From an optimization exercise on the open Yosys and OpenROAD flow, aimed at small area, a short achievable clock period and few clock cycles per item; shortcuts taken in it are not production practice.
In this exercise RTL edits were held to simulation tests only and were not proved equivalent to the original.
Power figures rest on the tool's default switching activity, not on a simulated workload.

==> run a <==
## slrb_rx
module slrb_rx (
    input             clk,
    input             rst,
    input             cfg_valid,
    input      [14:0] cfg_word,
    input      [7:0]  cfg_ikey,
    input      [7:0]  cfg_ckey,
    input      [3:0]  cfg_init_sn,
    input      [31:0] cfg_init_hfn,
    output     [1:0]  life,
    input             pdu_valid,
    output            pdu_ready,
    input      [31:0] pdu_sdu_id,
    input      [3:0]  pdu_sn,
    input      [3:0]  pdu_len,
    input      [63:0] pdu_payload,
    input             pdu_corrupted,
    input      [31:0] pdu_count_in,
    input      [1:0]  pdu_verified_in,
    output            rsp_valid,
    output reg        rsp_accept,
    output reg [1:0]  rsp_verified,
    output reg [3:0]  rsp_status,
    output reg [31:0] rsp_count,
    output reg [4:0]  rsp_ndrain,
    output reg        dlv_valid,
    output reg [31:0] dlv_sdu_id,
    output reg [31:0] dlv_count,
    output reg [3:0]  dlv_len,
    output reg [63:0] dlv_body,
    output reg [15:0] st_delivered,
    output reg [15:0] st_integ,
    output reg [15:0] st_dup,
    output     [4:0]  st_buffered
);
==> flow/config.mk <==
export PLATFORM = sky130hd
export DESIGN_NAME = slrb_rx
export DESIGN_NICKNAME = slrb_rx
export VERILOG_FILES = /design/flow/design.v
export SDC_FILE = /design/flow/constraint.sdc
export NUM_CORES = 4
export LEC_CHECK = 0
export CAP_MARGIN = 20
export CORE_MARGIN = 2
export CORE_UTILIZATION = 50
export CTS_CLUSTER_DIAMETER = 50
export CTS_CLUSTER_SIZE = 20
export SLEW_MARGIN = 20
==> flow/constraint.sdc <==
create_clock -name core_clock -period 22.0 [get_ports {clk}]
set_input_delay 4.4000 -clock core_clock [delete_from_list [all_inputs] [get_ports {clk}]]
set_output_delay 4.4000 -clock core_clock [all_outputs]
set_load 0.01 [all_outputs]
standard.sh (not shown) runs the stock make flow with config.mk's settings and CLKGATE_MAP_FILE= SYNTH_SCRIPT=/design/flow/synth_recipe.tcl, a recipe that flattens the netlist after the stock synthesis.
==> flow/flow/run.sh <==
#!/bin/bash
set -euo pipefail
cd "$(dirname "$0")/.."
export SETUP_SLACK_MARGIN=15.5
bash standard.sh > flow_standard.log 2>&1
==> inputs of run b, as changes to run a <==
--- a/flow/design.v
+++ b/flow/design.v
@@ -55,17 +55,29 @@
     reg [7:0] c_kb;       
     reg [5:0] c_bsum;     
     reg [4:0] c_bxor;     
     assign life = life_r;
     wire [4:0]  cfg_snbits   = cfg_word[12:8];
-    wire [3:0]  cfg_max_sn   = (4'd1 << cfg_snbits[2:0]) - 4'd1;
-    wire [31:0] cfg_hfn_mask = 32'hFFFFFFFF >> cfg_snbits[2:0];
+    reg  [3:0]  cfg_max_sn;
+    reg         cfg_hfn_ok;
+    reg  [31:0] cfg_hs;        
+    always @(*) begin
+        case (cfg_snbits[1:0])
+            2'd1: begin cfg_max_sn = 4'd1; cfg_hfn_ok = (cfg_init_hfn[31]    == 1'b0);
+                        cfg_hs = {cfg_init_hfn[30:0], 1'b0}; end
+            2'd2: begin cfg_max_sn = 4'd3; cfg_hfn_ok = (cfg_init_hfn[31:30] == 2'd0);
+                        cfg_hs = {cfg_init_hfn[29:0], 2'b0}; end
+            2'd3: begin cfg_max_sn = 4'd7; cfg_hfn_ok = (cfg_init_hfn[31:29] == 3'd0);
+                        cfg_hs = {cfg_init_hfn[28:0], 3'b0}; end
+            default: begin cfg_max_sn = 4'd15; cfg_hfn_ok = (cfg_init_hfn[31:28] == 4'd0);
+                        cfg_hs = {cfg_init_hfn[27:0], 4'b0}; end
+        endcase
+    end
     wire cfg_ok = (!cfg_word[6] || cfg_word[13]) &&
                   (!cfg_word[7] || cfg_word[14]) &&
                   (cfg_snbits >= 5'd1) && (cfg_snbits <= 5'd4) &&
-                  (cfg_init_sn <= cfg_max_sn) &&
-                  ((cfg_init_hfn & ~cfg_hfn_mask) == 32'd0);
+                  (cfg_init_sn <= cfg_max_sn) && cfg_hfn_ok;
     wire cfg_take = cfg_valid && (life_r == 2'd0);
     reg [3:0]  max_sn;
     reg [3:0]  win;
     reg [4:0]  one_s;     
     always @(*) begin
@@ -377,11 +389,11 @@
                     c_kb     <= cfg_ckey + {cfg_word[4:0], 3'b000} + {cfg_word[5], 6'd0};
                     c_bsum   <= {1'b0, cfg_word[4:0]} + {5'd0, cfg_word[5]};
                     c_bxor   <= cfg_word[4:0] ^ {4'd0, cfg_word[5]};
                     ne_sn    <= cfg_init_sn;
                     ld_valid <= 1'b0;
-                    hs       <= cfg_init_hfn << cfg_snbits[2:0];
+                    hs       <= cfg_hs;
                     ini      <= 2'd3;
                 end
             end else if (ini != 2'd0) begin
                 ini <= ini - 2'd1;
             end
CORE_UTILIZATION = 65   (was 50)
CTS_CLUSTER_DIAMETER = 70   (was 50)
CTS_CLUSTER_SIZE = 28   (was 20)
==> summary of the runs <==
Run a finished with timing, DRC and antenna clean. Run b finished clean.
Of run a and run b, run a has the higher die area (gap 30%, measured against run b).
Sequential share of layout area: run a is lower than run b (2.0 points).
In run a the synthesized cell count is lower than in run b, by 0.96%.
Critical path depth: run a is higher than run b (6).
Power: run a is higher than run b (about 12%).
In run b the flip-flop and latch count is lower than in run a, by 1.
==> figures <==
	run b	run a
Result of the run	complete, no violations	complete, no violations
Maximum number of pins on one net before global-route repair	140	105
Combinational cell power	3.38 mW	3.25 mW
Final worst setup slack	15.01 ns	15.02 ns
Count of TritonRoute iterations in the first routing pass	10	6
Layout fillers	9452	16600
Global routing met3 resource utilization	11.3%	5.48%
Depth of the worst hold-timing path	0	2
Register-to-Register Path Depth	27	33
Average wire per standard cell	37.1 um	32.0 um
Non-filler instance count after layout	10600	11400
Slew of the pin with the lowest slew margin	1.34 ns	1.29 ns
Footprint of the multi-input gates	0.0437 mm2	0.0435 mm2
Testbench counts of run a, summed over its fixed seeds: cycles 4,372, items 3,583.
Testbench counts of run b, summed over its fixed seeds: cycles 4,372, items 3,583.

---

==> inputs of 08-08 <==
RTL: one of the versions met above, not the one the previous note started from.
==> flow/config.mk <==
export PLATFORM = sky130hd
export DESIGN_NAME = slrb_rx
export DESIGN_NICKNAME = slrb_rx
export VERILOG_FILES = /design/flow/design.v
export SDC_FILE = /design/flow/constraint.sdc
export NUM_CORES = 4
export LEC_CHECK = 0
export CAP_MARGIN = 20
export CORE_MARGIN = 2
export CORE_UTILIZATION = 65
export CTS_CLUSTER_DIAMETER = 60
export CTS_CLUSTER_SIZE = 24
export SLEW_MARGIN = 20
==> flow/constraint.sdc <==
create_clock -name core_clock -period 22.0 [get_ports {clk}]
set_input_delay 4.4000 -clock core_clock [delete_from_list [all_inputs] [get_ports {clk}]]
set_output_delay 4.4000 -clock core_clock [all_outputs]
set_load 0.01 [all_outputs]
==> flow/flow/run.sh <==
#!/bin/bash
set -euo pipefail
cd "$(dirname "$0")/.."
export SETUP_SLACK_MARGIN=15
export BUFFER_PORTS_ARGS="-buffer_cell sky130_fd_sc_hd__buf_1"
bash standard.sh > flow_standard.log 2>&1
==> 03-25: changes against 08-08 <==
--- a/flow/design.v
+++ b/flow/design.v
@@ -53,33 +53,21 @@
     reg [1:0] c_s;        
     reg [7:0] c_ikey;
     reg [7:0] c_kb;       
     reg [5:0] c_bsum;     
     reg [4:0] c_bxor;     
     assign life = life_r;
     wire [4:0]  cfg_snbits   = cfg_word[12:8];
-    reg  [3:0]  cfg_max_sn;
-    reg         cfg_hfn_ok;
-    reg  [31:0] cfg_hs;        
-    always @(*) begin
-        case (cfg_snbits[1:0])
-            2'd1: begin cfg_max_sn = 4'd1; cfg_hfn_ok = (cfg_init_hfn[31]    == 1'b0);
-                        cfg_hs = {cfg_init_hfn[30:0], 1'b0}; end
-            2'd2: begin cfg_max_sn = 4'd3; cfg_hfn_ok = (cfg_init_hfn[31:30] == 2'd0);
-                        cfg_hs = {cfg_init_hfn[29:0], 2'b0}; end
-            2'd3: begin cfg_max_sn = 4'd7; cfg_hfn_ok = (cfg_init_hfn[31:29] == 3'd0);
-                        cfg_hs = {cfg_init_hfn[28:0], 3'b0}; end
-            default: begin cfg_max_sn = 4'd15; cfg_hfn_ok = (cfg_init_hfn[31:28] == 4'd0);
-                        cfg_hs = {cfg_init_hfn[27:0], 4'b0}; end
-        endcase
-    end
+    wire [3:0]  cfg_max_sn   = (4'd1 << cfg_snbits[2:0]) - 4'd1;
+    wire [31:0] cfg_hfn_mask = 32'hFFFFFFFF >> cfg_snbits[2:0];
     wire cfg_ok = (!cfg_word[6] || cfg_word[13]) &&
                   (!cfg_word[7] || cfg_word[14]) &&
                   (cfg_snbits >= 5'd1) && (cfg_snbits <= 5'd4) &&
-                  (cfg_init_sn <= cfg_max_sn) && cfg_hfn_ok;
+                  (cfg_init_sn <= cfg_max_sn) &&
+                  ((cfg_init_hfn & ~cfg_hfn_mask) == 32'd0);
     wire cfg_take = cfg_valid && (life_r == 2'd0);
     reg [3:0]  max_sn;
     reg [3:0]  win;
     reg [4:0]  one_s;     
     always @(*) begin
         case (c_s)
             2'd0: begin max_sn = 4'd1;  win = 4'd1; one_s = 5'd2;  end
@@ -150,27 +138,32 @@
     wire [7:0] f_kb = c_kb + f_in[7:0];
     wire [7:0] f_bs = f_in[31:24] + f_in[23:16] + f_in[15:8] + f_in[7:0] + {2'b00, c_bsum};
     wire [7:0] f_bx = f_in[31:24] ^ f_in[23:16] ^ f_in[15:8] ^ f_in[7:0] ^ {3'b000, c_bxor};
     wire [3:0] ne_m1 = (ne_sn - 4'd1) & max_sn;
     wire [3:0] ne_p1 = (ne_sn + 4'd1) & max_sn;
     wire [3:0] ne_p2 = (ne_sn + 4'd2) & max_sn;
     wire       inc_a = (ne_sn == 4'd0) && ld_valid;    
-    function [8:0] rlims;
+    function [1:0] rclass;
+        input [3:0] sn;
         input [3:0] rf;
         input [3:0] w;
+        input       hz;
+        reg         lt;
+        reg  [3:0]  d;
+        reg         gt;
         begin
-            rlims = {(rf > w) ? (rf - w) : 4'd0, {1'b0, rf} + {1'b0, w} + 5'd1};
+            lt = sn < rf;
+            d  = lt ? (rf - sn) : (sn - rf);
+            gt = d > w;
+            rclass = {lt && gt, !lt && gt && !hz};
         end
     endfunction
     wire       hz_e = inc_d ? hs_p1_zero : hs_zero;
-    wire [8:0] lim_n = rlims(ld_valid ? ne_m1 : ne_sn, win);
-    wire [8:0] lim_a = rlims(ne_sn, win);
-    wire [1:0] cl_n = {pdu_sn < lim_n[8:5], ({1'b0, pdu_sn} >= lim_n[4:0]) && !hz_e};
-    wire [1:0] cl_a = {pdu_sn < lim_a[8:5],
-                       ({1'b0, pdu_sn} >= lim_a[4:0]) && !(inc_a ? hs_p1_zero : hz_e)};
+    wire [1:0] cl_n = rclass(pdu_sn, ld_valid ? ne_m1 : ne_sn, win, hz_e);
+    wire [1:0] cl_a = rclass(pdu_sn, ne_sn, win, inc_a ? hs_p1_zero : hz_e);
     wire [7:0] kb_A = inc_d ? kb_z : kb_m;
     wire [7:0] kb_B = inc_d ? kb_p : kb_z;
     wire [7:0] kb_C = inc_d ? fq_kb : kb_p;
     wire [7:0] bs_A = inc_d ? bs_z : bs_m;
     wire [7:0] bs_B = inc_d ? bs_p : bs_z;
     wire [7:0] bs_C = inc_d ? fq_bs : bs_p;
     wire [7:0] bx_A = inc_d ? bx_z : bx_m;
@@ -260,16 +253,14 @@
     wire accept     = acc_pre && (!c_ien || sum_ok);
     wire dlv_now    = p_valid && accept && p_ino;
     wire store_now  = p_valid && accept && !p_ino;
     wire adv     = dlv_now || dr;
     wire hfn_inc = adv && (ne_sn == 4'd0) && ld_valid;
     wire nm_adv  = (c_s != 2'd0) && rb_valid[ne_p2];
     wire nm_stay = rb_valid[ne_p1] || (store_now && p_sn == ne_p1);
-    wire [4:0] nbuf_p1 = nbuf ^ {&nbuf[3:0], &nbuf[2:0], &nbuf[1:0], nbuf[0], 1'b1};
-    wire [4:0] nbuf_m1 = nbuf ^ {~|nbuf[3:0], ~|nbuf[2:0], ~|nbuf[1:0], ~nbuf[0], 1'b1};
     wire [1:0]  d_off = rb_off[ne_sn];
     reg  [31:0] d_hs;
     always @(*) begin
         case (d_off)
             2'd0:    d_hs = hs;
             2'd1:    d_hs = hs_p1;
             2'd2:    d_hs = hs_m2;
@@ -387,15 +378,15 @@
                     c_s      <= cfg_snbits[1:0] - 2'd1;
                     c_ikey   <= cfg_ikey;
                     c_kb     <= cfg_ckey + {cfg_word[4:0], 3'b000} + {cfg_word[5], 6'd0};
                     c_bsum   <= {1'b0, cfg_word[4:0]} + {5'd0, cfg_word[5]};
                     c_bxor   <= cfg_word[4:0] ^ {4'd0, cfg_word[5]};
                     ne_sn    <= cfg_init_sn;
                     ld_valid <= 1'b0;
-                    hs       <= cfg_hs;
+                    hs       <= cfg_init_hfn << cfg_snbits[2:0];
                     ini      <= 2'd3;
                 end
             end else if (ini != 2'd0) begin
                 ini <= ini - 2'd1;
             end
             p_valid   <= take;
             dlv_valid <= adv;
@@ -404,17 +395,17 @@
             dr        <= dr ? nm_r : (dlv_now && nm_r);
             nm_r      <= adv ? nm_adv : nm_stay;
             if (store_now)
                 rb_valid[p_sn] <= 1'b1;
             if (dr)
                 rb_valid[ne_sn] <= 1'b0;
             if (store_now && !rb_valid[p_sn])
-                nbuf <= nbuf_p1;
+                nbuf <= nbuf + 5'd1;
             else if (dr)
-                nbuf <= nbuf_m1;
+                nbuf <= nbuf - 5'd1;
             if (p_valid && accept)
                 rc_wp <= rc_wp + 4'd1;
             if (adv) begin
                 ld_valid     <= 1'b1;
                 ne_sn        <= ne_p1;
                 st_delivered <= st_delivered + 16'd1;
             end
==> flow/run.sh (new file) <==
#!/bin/bash
# synth_recipe.tcl (not shown) runs the flow's synth.tcl, then flattens the netlist and writes it again
# the make line also repeats each setting of config.mk as NAME=value (left out here)
make -C /OpenROAD-flow-scripts/flow DESIGN_CONFIG=/design/flow/config.mk WORK_HOME=/design/flow/orfs CLKGATE_MAP_FILE= SYNTH_SCRIPT=/design/flow/synth_recipe.tcl finish
Settings changed: CTS_CLUSTER_DIAMETER 60 to 70, CTS_CLUSTER_SIZE 24 to 28.
removed: flow/flow/run.sh
removed: flow/standard.sh
==> 08-22: changes against 08-08 <==
--- a/flow/design.v
+++ b/flow/design.v
@@ -53,33 +53,21 @@
     reg [1:0] c_s;        
     reg [7:0] c_ikey;
     reg [7:0] c_kb;       
     reg [5:0] c_bsum;     
     reg [4:0] c_bxor;     
     assign life = life_r;
     wire [4:0]  cfg_snbits   = cfg_word[12:8];
-    reg  [3:0]  cfg_max_sn;
-    reg         cfg_hfn_ok;
-    reg  [31:0] cfg_hs;        
-    always @(*) begin
-        case (cfg_snbits[1:0])
-            2'd1: begin cfg_max_sn = 4'd1; cfg_hfn_ok = (cfg_init_hfn[31]    == 1'b0);
-                        cfg_hs = {cfg_init_hfn[30:0], 1'b0}; end
-            2'd2: begin cfg_max_sn = 4'd3; cfg_hfn_ok = (cfg_init_hfn[31:30] == 2'd0);
-                        cfg_hs = {cfg_init_hfn[29:0], 2'b0}; end
-            2'd3: begin cfg_max_sn = 4'd7; cfg_hfn_ok = (cfg_init_hfn[31:29] == 3'd0);
-                        cfg_hs = {cfg_init_hfn[28:0], 3'b0}; end
-            default: begin cfg_max_sn = 4'd15; cfg_hfn_ok = (cfg_init_hfn[31:28] == 4'd0);
-                        cfg_hs = {cfg_init_hfn[27:0], 4'b0}; end
-        endcase
-    end
+    wire [3:0]  cfg_max_sn   = (4'd1 << cfg_snbits[2:0]) - 4'd1;
+    wire [31:0] cfg_hfn_mask = 32'hFFFFFFFF >> cfg_snbits[2:0];
     wire cfg_ok = (!cfg_word[6] || cfg_word[13]) &&
                   (!cfg_word[7] || cfg_word[14]) &&
                   (cfg_snbits >= 5'd1) && (cfg_snbits <= 5'd4) &&
-                  (cfg_init_sn <= cfg_max_sn) && cfg_hfn_ok;
+                  (cfg_init_sn <= cfg_max_sn) &&
+                  ((cfg_init_hfn & ~cfg_hfn_mask) == 32'd0);
     wire cfg_take = cfg_valid && (life_r == 2'd0);
     reg [3:0]  max_sn;
     reg [3:0]  win;
     reg [4:0]  one_s;     
     always @(*) begin
         case (c_s)
             2'd0: begin max_sn = 4'd1;  win = 4'd1; one_s = 5'd2;  end
@@ -150,27 +138,32 @@
     wire [7:0] f_kb = c_kb + f_in[7:0];
     wire [7:0] f_bs = f_in[31:24] + f_in[23:16] + f_in[15:8] + f_in[7:0] + {2'b00, c_bsum};
     wire [7:0] f_bx = f_in[31:24] ^ f_in[23:16] ^ f_in[15:8] ^ f_in[7:0] ^ {3'b000, c_bxor};
     wire [3:0] ne_m1 = (ne_sn - 4'd1) & max_sn;
     wire [3:0] ne_p1 = (ne_sn + 4'd1) & max_sn;
     wire [3:0] ne_p2 = (ne_sn + 4'd2) & max_sn;
     wire       inc_a = (ne_sn == 4'd0) && ld_valid;    
-    function [8:0] rlims;
+    function [1:0] rclass;
+        input [3:0] sn;
         input [3:0] rf;
         input [3:0] w;
+        input       hz;
+        reg         lt;
+        reg  [3:0]  d;
+        reg         gt;
         begin
-            rlims = {(rf > w) ? (rf - w) : 4'd0, {1'b0, rf} + {1'b0, w} + 5'd1};
+            lt = sn < rf;
+            d  = lt ? (rf - sn) : (sn - rf);
+            gt = d > w;
+            rclass = {lt && gt, !lt && gt && !hz};
         end
     endfunction
     wire       hz_e = inc_d ? hs_p1_zero : hs_zero;
-    wire [8:0] lim_n = rlims(ld_valid ? ne_m1 : ne_sn, win);
-    wire [8:0] lim_a = rlims(ne_sn, win);
-    wire [1:0] cl_n = {pdu_sn < lim_n[8:5], ({1'b0, pdu_sn} >= lim_n[4:0]) && !hz_e};
-    wire [1:0] cl_a = {pdu_sn < lim_a[8:5],
-                       ({1'b0, pdu_sn} >= lim_a[4:0]) && !(inc_a ? hs_p1_zero : hz_e)};
+    wire [1:0] cl_n = rclass(pdu_sn, ld_valid ? ne_m1 : ne_sn, win, hz_e);
+    wire [1:0] cl_a = rclass(pdu_sn, ne_sn, win, inc_a ? hs_p1_zero : hz_e);
     wire [7:0] kb_A = inc_d ? kb_z : kb_m;
     wire [7:0] kb_B = inc_d ? kb_p : kb_z;
     wire [7:0] kb_C = inc_d ? fq_kb : kb_p;
     wire [7:0] bs_A = inc_d ? bs_z : bs_m;
     wire [7:0] bs_B = inc_d ? bs_p : bs_z;
     wire [7:0] bs_C = inc_d ? fq_bs : bs_p;
     wire [7:0] bx_A = inc_d ? bx_z : bx_m;
@@ -260,16 +253,14 @@
     wire accept     = acc_pre && (!c_ien || sum_ok);
     wire dlv_now    = p_valid && accept && p_ino;
     wire store_now  = p_valid && accept && !p_ino;
     wire adv     = dlv_now || dr;
     wire hfn_inc = adv && (ne_sn == 4'd0) && ld_valid;
     wire nm_adv  = (c_s != 2'd0) && rb_valid[ne_p2];
     wire nm_stay = rb_valid[ne_p1] || (store_now && p_sn == ne_p1);
-    wire [4:0] nbuf_p1 = nbuf ^ {&nbuf[3:0], &nbuf[2:0], &nbuf[1:0], nbuf[0], 1'b1};
-    wire [4:0] nbuf_m1 = nbuf ^ {~|nbuf[3:0], ~|nbuf[2:0], ~|nbuf[1:0], ~nbuf[0], 1'b1};
     wire [1:0]  d_off = rb_off[ne_sn];
     reg  [31:0] d_hs;
     always @(*) begin
         case (d_off)
             2'd0:    d_hs = hs;
             2'd1:    d_hs = hs_p1;
             2'd2:    d_hs = hs_m2;
@@ -387,15 +378,15 @@
                     c_s      <= cfg_snbits[1:0] - 2'd1;
                     c_ikey   <= cfg_ikey;
                     c_kb     <= cfg_ckey + {cfg_word[4:0], 3'b000} + {cfg_word[5], 6'd0};
                     c_bsum   <= {1'b0, cfg_word[4:0]} + {5'd0, cfg_word[5]};
                     c_bxor   <= cfg_word[4:0] ^ {4'd0, cfg_word[5]};
                     ne_sn    <= cfg_init_sn;
                     ld_valid <= 1'b0;
-                    hs       <= cfg_hs;
+                    hs       <= cfg_init_hfn << cfg_snbits[2:0];
                     ini      <= 2'd3;
                 end
             end else if (ini != 2'd0) begin
                 ini <= ini - 2'd1;
             end
             p_valid   <= take;
             dlv_valid <= adv;
@@ -404,17 +395,17 @@
             dr        <= dr ? nm_r : (dlv_now && nm_r);
             nm_r      <= adv ? nm_adv : nm_stay;
             if (store_now)
                 rb_valid[p_sn] <= 1'b1;
             if (dr)
                 rb_valid[ne_sn] <= 1'b0;
             if (store_now && !rb_valid[p_sn])
-                nbuf <= nbuf_p1;
+                nbuf <= nbuf + 5'd1;
             else if (dr)
-                nbuf <= nbuf_m1;
+                nbuf <= nbuf - 5'd1;
             if (p_valid && accept)
                 rc_wp <= rc_wp + 4'd1;
             if (adv) begin
                 ld_valid     <= 1'b1;
                 ne_sn        <= ne_p1;
                 st_delivered <= st_delivered + 16'd1;
             end
==> flow/flow/run.sh (replaced) <==
#!/bin/bash
set -euo pipefail
cd "$(dirname "$0")/.."
export SETUP_SLACK_MARGIN=15
bash standard.sh > flow_standard.log 2>&1
Settings changed: CTS_CLUSTER_DIAMETER 60 to 70, CTS_CLUSTER_SIZE 24 to 28.
==> metrics.md <==
| Metric | Value |
|---|---|
| Cells after DPL | 10100 |
| Critical Path Fanout Max | 14 |
| CP endpoint | rc_st[1][1]$_SDFFE_PP0P_ |
| Outcome | finished clean |
Source of the figures above: 08-08

==> metrics.md <==
| Metric | Value |
|---|---|
| CP endpoint | p_ksb[3]$_DFF_P_ |
| CP bufs+invs | 4 |
| CP Class | primary input to flip-flop |
| Worst-Margin Slew | 1.16 ns |
| Outcome | finished clean |
| Critical Path Fanout Max | 54 |
Source of the figures above: 03-25

==> metrics.md <==
| Metric | Value |
|---|---|
| CP endpoint | p_mx[5]$_DFF_P_ |
| Post-route worst setup slack | 14.39 ns |
| Post-route minimum period | 7.61 ns |
| Outcome | finished clean |
| Critical Path Fanout Max | 6 |
Source of the figures above: 08-22

Testbench counts of 08-08, summed over its fixed seeds: cycles 4,372, items 3,583.
Testbench counts of 03-25, summed over its fixed seeds: cycles 4,372, items 3,583.
Testbench counts of 08-22, summed over its fixed seeds: cycles 4,372, items 3,583.

-- port drivers added, routing unchanged --
In the flow no input, the clock included, has a driving cell. The finished layouts below were timed again as built, in two steps. Step 1, drivers: a clkbuf_16 drives clk and a buf_2 each remaining input, both assumed. Step 2 also shifts input and output timing later by t, the mid clock arrival at the registers, as if the neighbouring blocks saw the same clock. a / b / c = no drivers / after step 1 / after step 2; a / b = the first two.
| run | t, ns | setup slack, ns | latest minus earliest clock arrival (ns) | worst data-port slew with drivers (ns) | pins driven straight from the clock port |
|---|---|---|---|---|---|
| run a | 0.970 | 15.021 / 15.021 / 14.336 | 0.094 / 0.095 | 0.21 | 1 |
| run b | 0.950 | 15.010 / 15.010 / 14.300 | 0.111 / 0.110 | 0.08 | 1 |
| 08-08 | 0.952 | 15.044 / 14.977 / 14.340 | 0.056 / 0.056 | 0.15 | 1 |
| 03-25 | 0.915 | 11.801 / 11.870 / 10.956 | 0.043 / 0.043 | 0.09 | 1 |
| 08-22 | 0.920 | 14.390 / 14.418 / 13.498 | 0.063 / 0.063 | 0.11 | 1 |
After both steps every run listed still meets setup and hold. For 08-22, which loses most, drivers alone change the setup slack by +0.028 ns; drivers and shift together by -0.892 ns.
